What follows belongs to an exercise in optimizing a design on an open flow for small area, a short achievable clock period and few clock cycles per item; a production flow would make more cautious choices.
Only simulation tests tie the RTL to the original design; equivalence was not proved.
Power and IR drop assume default switching activity.

## v18
// ghost_mask
module ghost_mask (
    input  wire       clk,
    input  wire       rst,         
    input  wire       in_valid,
    output wire       in_ready,
    input  wire [7:0] in_cyc,
    input  wire       in_last,     
    input  wire [1:0] in_wsel,     
    input  wire [4:0] in_cols,     
    input  wire [7:0] in_tol,      
    output wire       out_valid,
    input  wire       out_ready,
    output wire       out_mask,
    output wire       out_last     
);
export LEC_CHECK = 0
export ABC_AREA = 1
export CAP_MARGIN = 20
export CORE_MARGIN = 2
export CORE_UTILIZATION = 55
export CTS_BUF_LIST = sky130_fd_sc_hd__clkbuf_8
export CTS_CLUSTER_DIAMETER = 60
export CTS_CLUSTER_SIZE = 16
export SLEW_MARGIN = 20
create_clock -name core_clock -period 30.0 [get_ports {clk}]
standard.sh (not shown) runs the stock make flow with config.mk's settings and CLKGATE_MAP_FILE= SYNTH_SCRIPT=/design/flow/synth_recipe.tcl, a recipe that flattens the netlist after the stock synthesis.
==> flow/flow/run.sh <==
#!/bin/bash
# The standard layout, except that the port buffers are plain buf_2
# cells instead of the delay buffers buffer_ports picks by default.
set -euo pipefail
bash standard.sh BUFFER_PORTS_ARGS="-buffer_cell sky130_fd_sc_hd__buf_2" finish > standard.log 2>&1
v18 | stages: all done | timing, DRC, antenna: all pass
Testbench counts of v18, summed over its fixed seeds: cycles 35,275, items 32,428.
diff inputs: v18 => v32
- a change of CTS_CLUSTER_SIZE from 16 to 12
- a change of CTS_CLUSTER_DIAMETER from 60 to 40
- a change of CORE_UTILIZATION from 55 to 40
### Flow results
Looking at count of clock-buffer cells in the layout, v32 sits above v18. v18 -> v32: count of multi-input combinational gates delta 0, exact match. v32 ended with more die width than v18. Of v32 and v18, the run reporting the higher cell area was v32.
Input-level comparison between v46 and v32:
- swapping 40 for 55 in CORE_UTILIZATION
Findings:
Compared with v32, v46 shows a lower final area. Proportion of register bits with asynchronous set or reset after synthesis delta (v46 -> v32): insignificant. v46 vs. v32: relative slew slack went up by 16 points. In the reports for v32 and v46, the smaller clock buffer and inverter area fraction after layout belongs to v46. The lower global routing met1 resource utilization of v32 and v46 is in v32. v46 vs v32, library cell contributing the largest single delay on the critical path: dfxtp_1 vs edfxtp_1.
Inputs modified between v46 and v30:
- changing CORE_UTILIZATION from 55 to 65
- changing CTS_CLUSTER_SIZE from 12 to 20
- changing CTS_CLUSTER_DIAMETER from 40 to 80
v46 → v30: total of clock buffers placed in the layout dropped 95, total core area down about 15%, clock group share of total power shrank by 6.6 points, fmax went up 1.2%, final clock period utilization by the worst path fell 0.29 points. Register-to-register slack delta for v30 relative to v46: 0.10 ns lower. Wire length reported by the detailed router ended up 2.4 mm lower on v30 than on v46. The lower shortest period the worst path allows of v46 and v30 is in v30. | combinational share of power | v30 vs v46 | 1.1 points higher |.
Input changes introduced in v47 (baseline for comparison: v30):
- CTS_CLUSTER_SIZE changed from 20 to 16
- CTS_CLUSTER_DIAMETER changed from 80 to 60
## What came out
Wire: v47 routes more than v30. v47 has proportion of power drawn by the clock network above what v30 had. Delta (v47 minus v30): count of clock-buffer cells in the layout went up by 37; adder-cell share of the synthesized area was more or less identical. v47 ends up with lower combinational fraction of design power than v30 does.

---

Another version of the RTL of ghost_mask (not shown whole).
Size: about 4400 cells after synthesis, ~1800 flip-flops, about 32 I/O pins, about 51000 µm² of cells after synthesis.
==> flow/config.mk <==
export PLATFORM = sky130hd
export DESIGN_NAME = ghost_mask
export DESIGN_NICKNAME = ghost_mask
export VERILOG_FILES = /design/flow/design.v
export SDC_FILE = /design/flow/constraint.sdc
export NUM_CORES = 4
export LEC_CHECK = 0
export ABC_AREA = 1
export CAP_MARGIN = 20
export CORE_MARGIN = 2
export CORE_UTILIZATION = 70
export CTS_BUF_LIST = sky130_fd_sc_hd__clkbuf_8
export CTS_CLUSTER_DIAMETER = 70
export CTS_CLUSTER_SIZE = 18
export SLEW_MARGIN = 20
==> flow/constraint.sdc <==
create_clock -name core_clock -period 30.0 [get_ports {clk}]
set_input_delay 6.0000 -clock core_clock [delete_from_list [all_inputs] [get_ports {clk}]]
set_output_delay 6.0000 -clock core_clock [all_outputs]
set_load 0.01 [all_outputs]
Scripts as last shown in full above: flow/flow/run.sh
Testbench counts at the start, summed over its fixed seeds: cycles 35,203, items 32,428.
Then changed:
--- a/flow/config.mk
+++ b/flow/config.mk
@@ -9,7 +9,7 @@
 export CAP_MARGIN = 20
 export CORE_MARGIN = 2
-export CORE_UTILIZATION = 70
+export CORE_UTILIZATION = 75
 export CTS_BUF_LIST = sky130_fd_sc_hd__clkbuf_8
-export CTS_CLUSTER_DIAMETER = 70
+export CTS_CLUSTER_DIAMETER = 45
 export CTS_CLUSTER_SIZE = 18
 export SLEW_MARGIN = 20
Sequential power hardly moves.
Power rises by a few percent.
Utilization rises by 6.1 points.
Global-route usage rises by 3.2 points.
Then changed:
--- a/flow/config.mk
+++ b/flow/config.mk
@@ -11,5 +11,5 @@
 export CORE_UTILIZATION = 75
 export CTS_BUF_LIST = sky130_fd_sc_hd__clkbuf_8
-export CTS_CLUSTER_DIAMETER = 45
+export CTS_CLUSTER_DIAMETER = 70
 export CTS_CLUSTER_SIZE = 18
 export SLEW_MARGIN = 20
What happened:
- worst hold slack gets better by 0.024 ns
- die area is unchanged
- register-to-register slack is better by 0.02 ns
- clock power came out lower by 19%
- via count goes down by 1.2%
- worst setup slack gains 0.0032 ns
Then changed:
--- a/flow/config.mk
+++ b/flow/config.mk
@@ -8,4 +8,5 @@
 export ABC_AREA = 1
 export CAP_MARGIN = 20
+export CORE_ASPECT_RATIO = 0.6
 export CORE_MARGIN = 2
 export CORE_UTILIZATION = 75
Outcome:
- The new run passed the timing, design-rule and antenna checks
- flip-flop and latch count stays the same
- worst setup slack gains 0.015 ns
- critical path depth does not change
- utilization climbs by 0.63 points
Then changed:
--- a/flow/config.mk
+++ b/flow/config.mk
@@ -7,6 +7,5 @@
 export LEC_CHECK = 0
 export ABC_AREA = 1
-export CAP_MARGIN = 20
-export CORE_ASPECT_RATIO = 0.6
+export CAP_MARGIN = 5
 export CORE_MARGIN = 2
 export CORE_UTILIZATION = 75
@@ -14,3 +13,3 @@
 export CTS_CLUSTER_DIAMETER = 70
 export CTS_CLUSTER_SIZE = 18
-export SLEW_MARGIN = 20
+export SLEW_MARGIN = 5
The new run completed with no timing, DRC or antenna violations.
Maximum frequency hardly moves.
Sequential cell count is unchanged.
Cell count shrinks slightly.
Hold slack gets better by 0.0094 ns.
Design area barely changes.
Routed wire length shrinks by a few percent.
Core utilization decreases by 0.63 points.
Total power is about the same.
Register-to-register slack improved by 0.30 ns.

==> what the ideal ports hide <==
In the flow no input, the clock included, has a driving cell. The finished layouts below were timed again as built, in two steps.
Step 1, drivers: a clkbuf_16 drives clk and a buf_2 each remaining input, both assumed.
Step 2 moves the port delays by t, midway between the first and last clock arrival at a register: inputs arrive t later, outputs are due t later. That takes back most of the time a late clock gives input paths.
Slacks: ideal ports / drivers / drivers and shift; pairs: ideal ports / drivers.
run	shift t [ns]	slack for setup (ns)	worst slew at a driven data input, ns
v18	0.885	22.658 / 22.596 / 22.912	0.03
v32	0.929	22.625 / 22.556 / 22.910	0.03
v46	0.911	22.631 / 22.568 / 22.919	0.03
v30	0.802	22.719 / 22.657 / 22.918	0.04
v47	0.863	22.683 / 22.614 / 22.894	0.04
the first run of note 2	0.804	22.705 / 22.647 / 23.015	0.03
the second run of note 2	0.845	22.693 / 22.627 / 23.006	0.04
the third run of note 2	0.810	22.696 / 22.636 / 23.024	0.04
the fourth run of note 2	0.825	22.710 / 22.649 / 22.824	0.05
the fifth run of note 2	0.810	22.696 / 22.636 / 23.024	0.04
After both steps setup and hold are still met in every run listed.
